Source: an optimization exercise on an open RTL-to-GDS flow (aim: a short achievable clock period and few clock cycles). Production flows keep margins and buffers that such runs may drop.
Only simulation tests tie the RTL to the original design; equivalence was not proved.

## east
==> flow/design.v (excerpt) <==
module vm16_core (
    input  wire        clk,
    input  wire        rst,
    output reg         mem_valid,
    output reg         mem_we,
    output reg  [14:0] mem_addr,
    output reg  [15:0] mem_wdata,
    input  wire [15:0] mem_rdata,
    input  wire        mem_ready,
    output reg         out_valid,
    output reg  [7:0]  out_byte,
    output reg         retire_valid,
    output reg  [14:0] retire_pc,
    output reg         retire_we,
    output reg  [2:0]  retire_rd,
    output reg  [15:0] retire_wdata,
    output reg         halted,
    output reg         faulted
);
Settings: LEC_CHECK=0, ABC_CLOCK_PERIOD_IN_PS=2500, CAP_MARGIN=20, CORE_MARGIN=2, CORE_UTILIZATION=40, SLEW_MARGIN=20; clock period 10.0 ns.
standard.sh (not shown) runs the stock make flow with config.mk's settings and CLKGATE_MAP_FILE= SYNTH_SCRIPT=/design/flow/synth_recipe.tcl, a recipe that flattens the netlist after the stock synthesis.
==> flow/flow/run.sh <==
#!/bin/bash
set -euo pipefail
bash standard.sh SETUP_SLACK_MARGIN=7.0 \
    "BUFFER_PORTS_ARGS=-buffer_cell sky130_fd_sc_hd__buf_4" \
    finish > standard_flow.log 2>&1
Testbench counts of east, summed over its fixed seeds: cycles 29,667.
### east -> north
--- a/flow/design.v
+++ b/flow/design.v
@@ -67,34 +67,37 @@
     reg         m_bus;        
     reg         m_sw;
     reg         m_fault;      
     reg         m_halt;       
     reg  [2:0]  m_rd;
     reg  [14:0] m_ea;
     reg  [14:0] m_pc;
     reg         m_we;         
     reg  [15:0] m_res;        
     reg         m_out;        
     reg  [7:0]  m_outb;       
     reg         bus_m;        
+    reg  [15:0] m_wd;         
+    reg         hs;           
+    reg         fs;           
     reg         c_pv;         
     reg  [15:0] c_pd;         
     reg         c_seq;        
     reg         c_cv;         
     reg  [15:0] c_cd;         
     reg         c_stay;       
     reg         ps_v;         
     reg  [CW-1:0] ps_i;       
     reg  [15:0] ps_d;         
-    wire stop = halted | faulted;
+    wire stop = hs | fs;
     function [16:0] add16(input [15:0] a, input [15:0] b, input c);
         reg [15:0] g, p, gg, pp;
         integer i, d;
         begin
             g = a & b;
             p = a ^ b;
             gg = g;
             pp = p;
             gg[0] = g[0] | (p[0] & c);
             for (d = 1; d < 16; d = d * 2)
                 for (i = 15; i >= d; i = i - 1) begin
                     gg[i] = gg[i] | (pp[i] & gg[i-d]);
@@ -225,67 +228,66 @@
     endfunction
     reg [14:0] n_fpc;
     always @(*) begin
         if (patch)
             n_fpc = ipc;
         else if (ex && redirect)
             n_fpc = npc;
         else if (got)
             n_fpc = f_jmp ? b_g[b_idx] : fpc_inc;
         else
             n_fpc = fpc;
     end
-    wire halt_n  = halted | (m_fin && m_halt && !m_fault);
-    wire fault_n = faulted | (m_fin && m_fault);
+    wire halt_n  = hs | (m_fin && m_halt && !m_fault);
+    wire fault_n = fs | (m_fin && m_fault);
     integer i;
     always @(posedge clk) begin
+        retire_pc    <= m_pc;
+        retire_we    <= m_we;
+        retire_rd    <= m_rd;
+        retire_wdata <= (m_bus && !m_sw) ? mem_rdata : m_res;
+        out_byte     <= m_outb;
+        mem_wdata    <= (mem_ready && ex && to_m) ? sw_data : m_wd;
       if (mem_ready) begin
-        if (m_fin) begin
-            retire_pc    <= m_pc;
-            retire_we    <= m_we;
-            retire_rd    <= m_rd;
-            retire_wdata <= (m_bus && !m_sw) ? mem_rdata : m_res;
-            out_byte     <= m_outb;
-        end
         if (m_wr)
             regs[m_rd] <= mem_rdata;
         if (e_wr)
             regs[rd] <= exec_res;
         if (ps_v)
             c_d[ps_i] <= ps_d;
         if (c_fill) begin
             c_t[f_idx] <= fpc[14:CW];
             c_d[f_idx] <= mem_rdata;
         end
         ps_v <= bus_m && m_sw && (c_t[m_ea[CW-1:0]] == m_ea[14:CW]);
         ps_i <= m_ea[CW-1:0];
-        ps_d <= mem_wdata;
+        ps_d <= m_wd;
         c_pd <= (ps_v && ps_i == p_idx) ? ps_d : c_d[p_idx];
         c_cd <= c_fill ? mem_rdata : (ps_v && ps_i == f_idx) ? ps_d : c_d[f_idx];
         if (ex) begin
             m_bus   <= to_m && !ea[15];
             m_sw    <= (op == OP_SW);
             m_fault <= to_m && ea[15];
             m_halt  <= is_jalr ? ((jl_self ? link[14:0] : x_r1[14:0]) == -im7[14:0]) :
                        (is_beq && taken) ? (pc_inc == -im7[14:0]) :
                        (ipc == 15'h7FFF);
             m_rd    <= rd;
             m_ea    <= ea[14:0];
             m_pc    <= ipc;
             m_we    <= exec_we || (op == OP_LW && rd != 3'd0);
             m_res   <= exec_res;
             m_out   <= port_st && (sw_data != 16'd0);
             m_outb  <= sw_data[7:0];
             if (to_m)
-                mem_wdata <= sw_data;
+                m_wd <= sw_data;
         end
         if (got) begin
             ir    <= fw;
             ipc   <= fpc;
             ipj   <= f_jmp;
             ipc1  <= fpc_inc;
             ilink <= fpc_lnk;
             ijs   <= (fw[5:3] != 3'd0) && (fw[5:3] == fw[8:6]);
             ibase <= b_b[b_idx];
             iim   <= b_m[b_idx];
             dq    <= decode(fw);
             ikres <= kres(fw, fpc_lnk);
@@ -312,47 +314,56 @@
                 c_v[i] <= 1'b0;
             for (i = 0; i < BN; i = i + 1)
                 b_v[i] <= 1'b0;
             fpc          <= 15'h0010;
             iv           <= 1'b0;
             mvld         <= 1'b0;
             bus_m        <= 1'b0;
             ps_v         <= 1'b0;
             c_pv         <= 1'b0;
             c_cv         <= 1'b0;
             halted       <= 1'b0;
             faulted      <= 1'b0;
+            hs           <= 1'b0;
+            fs           <= 1'b0;
             retire_valid <= 1'b0;
             out_valid    <= 1'b0;
             mem_valid    <= 1'b1;
             mem_we       <= 1'b0;
             mem_addr     <= 15'h0010;
         end else if (!mem_ready) begin
             retire_valid <= 1'b0;
             out_valid    <= 1'b0;
+            halted       <= hs;
+            faulted      <= fs;
+            mem_valid    <= bus_m || !stop;
+            mem_we       <= bus_m && m_sw;
+            mem_addr     <= bus_m ? m_ea : fpc;
         end else begin
             if (c_fill)
                 c_v[f_idx] <= 1'b1;
             c_pv  <= c_v[p_idx] && (c_t[p_idx] == fpc_inc[14:CW]) &&
                      !(bus_m && m_sw && m_ea == fpc_inc);
             c_seq <= got && !patch && !(ex && redirect) && !f_jmp;
             c_cv  <= c_fill || (c_v[f_idx] && (c_t[f_idx] == fpc[14:CW]) &&
                                 !(bus_m && m_sw && m_ea == fpc));
             c_stay <= !got && !patch && !(ex && redirect);
             if (ex && (is_jalr || (is_beq && taken && ir[15])))
                 b_v[ipc[BW-1:0]] <= 1'b1;
             retire_valid <= m_fin && !m_fault;
             out_valid    <= m_fin && m_out;
             halted       <= halt_n;
             faulted      <= fault_n;
+            hs           <= halt_n;
+            fs           <= fault_n;
             fpc          <= n_fpc;
             if (ex || m_fin)
                 mvld <= ex;
             bus_m        <= e_bus;
             if (got)
                 iv <= !(ex && redirect);
             else if (ex || patch)
                 iv <= 1'b0;
             mem_valid <= e_bus || !(halt_n || fault_n);
             if (e_bus) begin
                 mem_we   <= (op == OP_SW);
                 mem_addr <= ea[14:0];
### Flow results
The run showing the greater final area is north. Looking at global routing usage on met3, north sits 0.40 points below east. north has count of state elements after synthesis above what east had. Clock-pin slew of the registers on the worst-case setup and hold paths of north is on par with east. For north, the library cell contributing the largest single delay on the critical path was edfxtp_1, unlike east, where it was or3b_4. east: PASS, flow complete, no timing, DRC or antenna violations. north finished end to end and its layout was clean on timing, DRC and antenna. east has higher largest net degree at the start of global routing than north.
Testbench counts of north, summed over its fixed seeds: cycles 29,667.

## afterwards: timing with drivers on the ports
The flow's constraints put no driver on any port. The routed layouts listed below were extracted and timed again, unchanged, in two steps. Step 1: set_driving_cell puts a clkbuf_16 on clk and a buf_2 on each other input, an assumption about the parent block. Step 2 adds t to the input delays and takes it off the output delays; t is the mean of the earliest and latest rising clock arrival at the registers after step 1. Input paths then give back, and output paths get back, about the clock's delay inside the block. Three values: no drivers, after step 1, after step 2; two values: the first two.
run | shift t [ns] | slack for setup (ns) | worst setup path at the end | worst register clock-pin slew, ns | worst data-port slew with drivers (ns)
east | 0.899 | 6.150 / 6.105 / 5.206 | input to register | 0.08 / 0.08 | 0.22
north | 0.928 | 6.028 / 6.028 / 5.188 | input to register | 0.07 / 0.07 | 0.24
After both steps setup and hold are still met in every run listed. For east, which loses most, drivers alone change the setup slack by -0.045 ns; drivers and shift together by -0.944 ns.
